What follows belongs to an exercise in optimizing a design on an open flow for small area, a short achievable clock period and few clock cycles; a production flow would make more cautious choices.
RTL that was checked went through simulation tests only; none was proved equivalent to the original.
No activity file was given, so power comes from the tool's default toggle rates.

Design tpb_codec, start of the top module:
module tpb_codec (
    input  wire        clk,
    input  wire        rst,         
    input  wire        cmd_valid,
    output wire        cmd_ready,
    input  wire [31:0] cmd_word,
    input  wire [63:0] cmd_opd,
    input  wire [15:0] cmd_flen,
    input  wire        frm_valid,
    output wire        frm_ready,
    input  wire [7:0]  frm_data,
    output wire        rsp_valid,
    output wire [7:0]  rsp_status,
    output wire [63:0] rsp_res
);
For scale: ~4,800 cells after synthesis.
export LEC_CHECK = 0
export ABC_AREA = 1
export CAP_MARGIN = 20
export CORE_MARGIN = 2
export CORE_UTILIZATION = 40
export CTS_BUF_LIST = sky130_fd_sc_hd__clkbuf_16
export CTS_CLUSTER_DIAMETER = 75
export CTS_CLUSTER_SIZE = 30
export SLEW_MARGIN = 20
export SYNTH_HIERARCHICAL = 1
create_clock -name core_clock -period 70.0 [get_ports {clk}]
standard.sh (not shown) runs the stock make flow with config.mk's settings and CLKGATE_MAP_FILE= SYNTH_SCRIPT=/design/flow/synth_recipe.tcl, a recipe that flattens the netlist after the stock synthesis.
==> flow/flow/run.sh <==
#!/bin/bash
# Layout flow: the standard flow (standard.sh, ORFS) with two settings
# that ORFS reads from the environment:
#  - BUFFER_PORTS_ARGS: the port buffers are sky130_fd_sc_hd__buf_2 cells
#    (every input and output port still gets its own buffer);
#  - CTS_ARGS: the clock tree is built as the standard flow builds it, but
#    without dummy load cells.
# The clock period, the SDC and every other step are the standard flow's.
set -euo pipefail
export BUFFER_PORTS_ARGS="-buffer_cell sky130_fd_sc_hd__buf_2"
export CTS_ARGS="-sink_clustering_enable -repair_clock_nets -dont_use_dummy_load -sink_clustering_size 30 -sink_clustering_max_diameter 75 -buf_list sky130_fd_sc_hd__clkbuf_16"
bash standard.sh > standard.log 2>&1
The first run completed without violations.
Then changed:
--- a/flow/design.v
+++ b/flow/design.v
@@ -16,23 +16,23 @@
     localparam [3:0] ST_OK          = 4'h0;
     localparam [3:0] ST_BAD_SYNC    = 4'h1;
     localparam [3:0] ST_BAD_SIZE    = 4'h2;
     localparam [3:0] ST_BAD_PID     = 4'h3;
     localparam [3:0] ST_BAD_ADAPT   = 4'h4;
     localparam [3:0] ST_UNKNOWN_PKT = 4'h5;
     localparam [3:0] ST_BAD_OFFSET  = 4'h6;
     localparam [3:0] ST_ILLEGAL     = 4'hD;
     localparam NR = 11;             
     localparam RL = 16;             
-    localparam DIV_K   = 11;
-    localparam DIV_PAD = 4;
-    localparam DIV_CYC = 6;
+    localparam DIV_K   = 8;
+    localparam DIV_PAD = 2;
+    localparam DIV_CYC = 8;
     localparam XW      = DIV_PAD + 64;
     reg [7:0]  p [0:11];            
     reg [7:0]  ring [0:NR-1][0:RL-1];
     reg [3:0]  ph;                  
     reg [3:0]  dofs;                
     reg [6:0]  err;                 
     reg        rv_q;
     reg [3:0]  rs_q;
     reg [41:0] rr_q;
     reg        crdy_q;
@@ -44,22 +44,22 @@
     reg        fb_v;
     reg [7:0]  fb_d;
     reg        load_ok;
     reg        sp_pend;
     reg [2:0]  a_op;                
     reg [7:0]  a_idx;
     reg [7:0]  a_dat;
     reg        w_pend;
     reg [7:0]  w_idx;
     reg [7:0]  w_dat;
-    reg           sysrst_q;         
     reg           busy;
+    reg           sysrst_q;         
     reg [2:0]     ecnt;
     reg [XW-1:0]  xq;
     reg [6:0]     rem;
     assign cmd_ready  = crdy_q;
     assign frm_ready  = frdy_q;
     assign rsp_valid  = rv_q;
     assign rsp_status = {4'd0, rs_q};
     assign rsp_res    = {22'd0, rr_q};
     wire fire = cmd_valid & crdy_q;
     wire take = frm_valid & frdy_q;
What happened: Power went down by about 0.65%; worst setup slack is better by 0.11 ns; combinational power went up by about 8%; sequential power is about the same; design area went down by about 1%; wire length went up by about 2.2%; area after synthesis went down by about 0.8%; via count is about the same; critical path depth does not change; cell count went down by 0.32%; flip-flop and latch count went down by 2; register-to-register slack is worse by 0.14 ns; synthesized cell count barely changes; hold slack is better by 0.024 ns.
Testbench counts after the change, summed over its fixed seeds: cycles 41,912.
For the first run of this note, only the layout was checked, not whether the RTL still works.

--- another note on this design; it stands on its own ---

==> flow/design.v (excerpt) <==
module tpb_codec (
    input  wire        clk,
    input  wire        rst,         
    input  wire        cmd_valid,
    output wire        cmd_ready,
    input  wire [31:0] cmd_word,
    input  wire [63:0] cmd_opd,
    input  wire [15:0] cmd_flen,
    input  wire        frm_valid,
    output wire        frm_ready,
    input  wire [7:0]  frm_data,
    output wire        rsp_valid,
    output wire [7:0]  rsp_status,
    output wire [63:0] rsp_res
);
    localparam [3:0] ST_OK          = 4'h0;
    localparam [3:0] ST_BAD_SYNC    = 4'h1;
    localparam [3:0] ST_BAD_SIZE    = 4'h2;
    localparam [3:0] ST_BAD_PID     = 4'h3;
    localparam [3:0] ST_BAD_ADAPT   = 4'h4;
    localparam [3:0] ST_UNKNOWN_PKT = 4'h5;
    localparam [3:0] ST_BAD_OFFSET  = 4'h6;
    localparam [3:0] ST_ILLEGAL     = 4'hD;
    localparam NR = 11;             
    localparam RL = 16;             
    localparam DIV_K   = 8;
    localparam DIV_PAD = 2;
    localparam DIV_CYC = 8;
    localparam XW      = DIV_PAD + 64;
    reg [7:0]  p [0:11];            
    reg [7:0]  ring [0:NR-1][0:RL-1];
    reg [3:0]  ph;                  
    reg [3:0]  dofs;                
    reg [6:0]  err;                 
    reg        rv_q;
    reg [3:0]  rs_q;
    reg [41:0] rr_q;
    reg        crdy_q;
    reg        frdy_q;
    reg        clr_q;
    reg [3:0]  ccnt;
    reg        in_load;
    reg [7:0]  tk;                  
    reg        fb_v;
    reg [7:0]  fb_d;
    reg        load_ok;
    reg        sp_pend;
    reg [2:0]  a_op;                
    reg [7:0]  a_idx;
  ...
Size in the first run: ~5200 cells after synthesis, about 53000 um^2 of cells after synthesis.
export LEC_CHECK = 0
export ABC_AREA = 1
export CAP_MARGIN = 20
export CORE_MARGIN = 2
export CORE_UTILIZATION = 40
export CTS_BUF_LIST = sky130_fd_sc_hd__clkbuf_8
export CTS_CLUSTER_DIAMETER = 45
export CTS_CLUSTER_SIZE = 14
export SLEW_MARGIN = 20
export SYNTH_HIERARCHICAL = 1
create_clock -name core_clock -period 70.0 [get_ports {clk}]
standard.sh (not shown) runs the stock make flow with config.mk's settings and CLKGATE_MAP_FILE= SYNTH_SCRIPT=/design/flow/synth_recipe.tcl, a recipe that flattens the netlist after the stock synthesis.
==> flow/flow/run.sh <==
#!/bin/bash
# Layout flow: the standard flow (standard.sh, ORFS) with two settings
# that ORFS reads from the environment:
#  - BUFFER_PORTS_ARGS: the port buffers are sky130_fd_sc_hd__buf_2 cells
#    (every input and output port still gets its own buffer);
#  - CTS_ARGS: the clock tree is built as the standard flow builds it, but
#    without dummy load cells.
# The clock period, the SDC and every other step are the standard flow's.
set -euo pipefail
export BUFFER_PORTS_ARGS="-buffer_cell sky130_fd_sc_hd__buf_2"
export CTS_ARGS="-sink_clustering_enable -repair_clock_nets -dont_use_dummy_load -sink_clustering_size 14 -sink_clustering_max_diameter 45 -buf_list sky130_fd_sc_hd__clkbuf_8"
bash standard.sh > standard.log 2>&1
Rerun with:
--- a/flow/flow/run.sh
+++ b/flow/flow/run.sh
@@ -11 +11 @@
-export CTS_ARGS="-sink_clustering_enable -repair_clock_nets -dont_use_dummy_load -sink_clustering_size 14 -sink_clustering_max_diameter 45 -buf_list sky130_fd_sc_hd__clkbuf_8"
+export CTS_ARGS="-sink_clustering_enable -repair_clock_nets -dont_use_dummy_load -sink_clustering_size 18 -sink_clustering_max_diameter 50 -buf_list sky130_fd_sc_hd__clkbuf_8"
Settings changed: CTS_CLUSTER_DIAMETER 45 to 50, CTS_CLUSTER_SIZE 14 to 18.
=> The new run went through all stages and came out clean; worst hold slack degrades by 28 ps; maximum frequency is about the same; power shrinks by 2.3%; global-route usage shrinks by 0.10 points; worst setup slack stays flat; sequential power is about the same; routed wire length shrinks by 0.44%; clock-buffer cell count shrinks by 25; via count shrinks by 0.32%; area after synthesis stays the same; design area shrinks by 0.60%.
No run of this note included a check of the RTL's function; only the layout flow was run.

[separate check: timing with driven ports]
Ports are ideal in the flow. The routed layouts listed here were re-timed in OpenROAD.
Step 1 (the two cells are an assumption about what drives the block):
set clk [get_ports {clk}]
set_driving_cell -lib_cell sky130_fd_sc_hd__clkbuf_16 $clk
set_driving_cell -lib_cell sky130_fd_sc_hd__buf_2 [delete_from_list [all_inputs] $clk]
Step 2 times the ports against the registers' clock, not the clock port: input delays grow and output delays shrink by t, the midpoint of the rising clock arrivals with the driver on.
a / b / c = ideal / step 1 / step 2; a / b = the first two.
| run | t, ns | setup WS [ns] | pins driven straight from the clock port |
|---|---|---|---|
| the first run of note 1 | 0.756 | 54.586 / 54.508 / 54.101 | 1 |
| the second run of note 1 | 0.695 | 54.691 / 54.624 / 54.014 | 1 |
| the first run of note 2 | 0.923 | 54.408 / 54.329 / 53.928 | 1 |
| the second run of note 2 | 0.886 | 54.408 / 54.328 / 53.946 | 1 |
After both steps every run listed still meets setup and hold. The setup slack of the second run of note 1, which loses most, moves by -0.067 ns with the drivers and by -0.677 ns with both steps.
